Background: an optimization exercise with open tools, aiming at small area, a short achievable clock period and few clock cycles. Do not read the settings as production practice. Power figures rest on the tool's default switching activity, not on a simulated workload.

try-sierra:
Design icf_synth, start of the top module:
module icf_synth (
    input  wire        clk,
    input  wire        rst,
    input  wire        cmd_valid,
    output wire        cmd_ready,
    input  wire [1:0]  cmd_op,      
    input  wire [1:0]  cmd_ch,
    input  wire [2:0]  cmd_reg,
    input  wire [31:0] cmd_data,
    output reg         out_valid,
    output reg  [1:0]  out_ch,
    output reg  [15:0] out_val
);
Size in the first run: about 4,800 cells after synthesis, ~810 flip-flops, about 62 I/O pins.
Settings: LEC_CHECK=0, ABC_AREA=1, CAP_MARGIN=20, CORE_MARGIN=2, CORE_UTILIZATION=65, CTS_BUF_LIST=sky130_fd_sc_hd__clkbuf_4 sky130_fd_sc_hd__clkbuf_8, SLEW_MARGIN=20, SYNTH_MEMORY_MAX_BITS=16384; clock period 30.0 ns.
standard.sh (not shown) runs the stock make flow with config.mk's settings and CLKGATE_MAP_FILE= SYNTH_SCRIPT=/design/flow/synth_recipe.tcl, a recipe that flattens the netlist after the stock synthesis.
==> flow/flow/run.sh <==
#!/bin/bash
# The standard layout (standard synthesis unchanged), with ORFS's timing repair
# aimed at a slack of 23 ns, that is at paths of at most 7 ns within the 30 ns clock,
# and clock tree synthesis without dummy loads. The clock, the constraints and every
# other step are the standard ones.
set -euo pipefail
bash standard.sh synth > synth.log 2>&1
bash standard.sh finish SETUP_SLACK_MARGIN=23 \
  "CTS_ARGS=-sink_clustering_enable -repair_clock_nets -dont_use_dummy_load -buf_list {sky130_fd_sc_hd__clkbuf_4 sky130_fd_sc_hd__clkbuf_8}" \
  > layout.log 2>&1
Both conditions hold for try-sierra: the flow ran to the end and the final layout passed the timing, DRC and antenna checks.
Edits applied to the flow inputs when going from try-sierra to try-indigo:
# try-sierra
export LEC_CHECK = 0
export ABC_AREA = 1
export CAP_MARGIN = 20
export CORE_MARGIN = 2
export CORE_UTILIZATION = 65
export CTS_BUF_LIST = sky130_fd_sc_hd__clkbuf_4 sky130_fd_sc_hd__clkbuf_8
export SLEW_MARGIN = 20
export SYNTH_MEMORY_MAX_BITS = 16384
create_clock -name core_clock -period 30.0 [get_ports {clk}]
# try-indigo
export LEC_CHECK = 0
export CAP_MARGIN = 20
export CORE_MARGIN = 2
export CORE_UTILIZATION = 65
export CTS_BUF_LIST = sky130_fd_sc_hd__clkbuf_4 sky130_fd_sc_hd__clkbuf_8
export SLEW_MARGIN = 20
export SYNTH_MEMORY_MAX_BITS = 16384
create_clock -name core_clock -period 30.0 [get_ports {clk}]
Notes after the runs:
try-indigo | stages: all done | timing, DRC, antenna: all pass
~same detailed-route wire length per cell in try-sierra and try-indigo
try-indigo vs try-sierra: global-route wire length before repair down in try-indigo
On try-indigo: part of the Yosys area used for sequential elements is 0.57 points lower than what try-sierra gave.
Going from try-sierra to try-indigo, first-iteration DRC count shows a reduction of 15%, number of placed I/O pins shows no meaningful change, data arrival time of the critical path decreased by 0.06 ns relative to the old numbers.
#### Input delta (try-harbor over try-indigo)
# try-indigo
export LEC_CHECK = 0
export CAP_MARGIN = 20
export CORE_MARGIN = 2
export CORE_UTILIZATION = 65
export CTS_BUF_LIST = sky130_fd_sc_hd__clkbuf_4 sky130_fd_sc_hd__clkbuf_8
export SLEW_MARGIN = 20
export SYNTH_MEMORY_MAX_BITS = 16384
create_clock -name core_clock -period 30.0 [get_ports {clk}]
# try-harbor
export LEC_CHECK = 0
export CAP_MARGIN = 20
export CORE_MARGIN = 2
export CORE_UTILIZATION = 65
export SLEW_MARGIN = 20
export SYNTH_MEMORY_MAX_BITS = 16384
create_clock -name core_clock -period 30.0 [get_ports {clk}]
==> flow/flow/run.sh <==
#!/bin/bash
# The standard layout (standard synthesis unchanged), with ORFS's timing repair
# aimed at a slack of 23 ns, that is at paths of at most 7 ns within the 30 ns clock.
# The clock, the constraints and every other step are the standard ones.
set -euo pipefail
bash standard.sh synth > synth.log 2>&1
bash standard.sh finish SETUP_SLACK_MARGIN=23 > layout.log 2>&1
==> comparison <==
try-harbor finished all stages; the layout is clean. Compared with try-indigo, in try-harbor fraction of final layout cells with drive strength greater than 1 higher, fmax picked up an extra 0.98 MHz, wire length on met3 now smaller, power attributed to combinational cells now larger, combinational fraction of design power decreased by 0.4 points relative to the old numbers. Going from try-indigo to try-harbor, wire length of the first global-routing pass picked up an extra about 1.6%, leakage power of the design picked up an extra 2.8%, clock tree cell share of total cell area picked up an extra 2.5 points, slew at the pin with the worst max-slew slack lost 0.012 ns.
> inputs changed (try-harbor -> try-raven)
# try-harbor
export LEC_CHECK = 0
export CAP_MARGIN = 20
export CORE_MARGIN = 2
export CORE_UTILIZATION = 65
export SLEW_MARGIN = 20
export SYNTH_MEMORY_MAX_BITS = 16384
create_clock -name core_clock -period 30.0 [get_ports {clk}]
# try-raven
export LEC_CHECK = 0
export CAP_MARGIN = 20
export CORE_MARGIN = 2
export CORE_UTILIZATION = 65
export CTS_BUF_LIST = sky130_fd_sc_hd__clkbuf_4 sky130_fd_sc_hd__clkbuf_8
export SLEW_MARGIN = 20
export SYNTH_MEMORY_MAX_BITS = 16384
create_clock -name core_clock -period 30.0 [get_ports {clk}]
- Going from try-harbor to try-raven, met1 demand-to-capacity share in global routing was more or less identical; area taken by multi-input logic gates barely changed; total of clock buffers placed in the layout went up; detailed-route wire length decreased by about 0.8% relative to the old numbers; final non-filler cell area decreased by 0.32% relative to the old numbers.
- Power per standard cell area for try-raven is lower than for try-harbor.
No run of this note included a check of the RTL's function; only the layout flow was run.


Setup of v22:
icf_synth, a different RTL version from the one above (not shown whole).
For scale: about 810 flip-flops, ~41000 µm² of cells after synthesis.
## icf_synth
module icf_synth (
    input  wire        clk,
    input  wire        rst,
    input  wire        cmd_valid,
    output wire        cmd_ready,
    input  wire [1:0]  cmd_op,      
    input  wire [1:0]  cmd_ch,
    input  wire [2:0]  cmd_reg,
    input  wire [31:0] cmd_data,
    output reg         out_valid,
    output reg  [1:0]  out_ch,
    output reg  [15:0] out_val
);
Settings: LEC_CHECK=0, CAP_MARGIN=20, CORE_MARGIN=2, CORE_UTILIZATION=40, SLEW_MARGIN=20, SYNTH_MEMORY_MAX_BITS=16384; clock period 30.0 ns.
run.sh (not shown) runs the stock make flow with config.mk's settings and CLKGATE_MAP_FILE= SYNTH_SCRIPT=/design/flow/synth_recipe.tcl, a recipe that flattens the netlist after the stock synthesis.
Stock flow here: none of the scripts above is used.
v22 completed every stage of the flow, and the final layout passed the timing, DRC and antenna checks.
--- input diff v22..v39 ---
- CORE_UTILIZATION changed from 40 to 65
--- outcome ---
- Every stage of the flow completed for v39, and the final layout passed the timing, DRC and antenna checks.
- Area of all placed cells without fillers delta (v39 − v22): favourable
- Cmp v22 and v39 / global-route wire length before repair / lower: v39
- Starting density of the core | v39 above v22
- Against v22, v39 comes in 29 ps lower on worst setup slack.
- Comparing global-route usage for v22 and v39, the smaller number came from v22.
No run of this note included a check of the RTL's function; only the layout flow was run.

what the ideal ports hide:
In the flow no input, the clock included, has a driving cell. The finished layouts below were timed again as built, in two steps. Step 1, drivers: a clkbuf_16 drives clk and a buf_2 each remaining input, both assumed. Step 2 also shifts input and output timing later by t, the mid clock arrival at the registers, as if the neighbouring blocks saw the same clock. a / b / c = ideal / step 1 / step 2; a / b = the first two.
run | shift t [ns] | setup slack, ns | worst hold slack (ns) | worst setup path after step 2
try-sierra | 0.744 | 22.782 / 22.724 / 22.401 | 0.202 / 0.202 / 0.202 | input to register
try-indigo | 0.732 | 22.838 / 22.775 / 22.283 | 0.253 / 0.253 / 0.253 | input to register
try-harbor | 0.675 | 22.888 / 22.824 / 22.321 | 0.291 / 0.291 / 0.291 | input to register
try-raven | 0.766 | 22.806 / 22.742 / 22.313 | 0.285 / 0.285 / 0.285 | input to register
v22 | 0.685 | 22.248 / 22.293 / 21.608 | 0.318 / 0.318 / 0.318 | input to register
v39 | 0.682 | 22.219 / 22.255 / 21.573 | 0.316 / 0.316 / 0.316 | input to register
After both steps every run listed still meets setup and hold. The setup slack of v39, which loses most, moves by +0.036 ns with the drivers and by -0.646 ns with both steps.
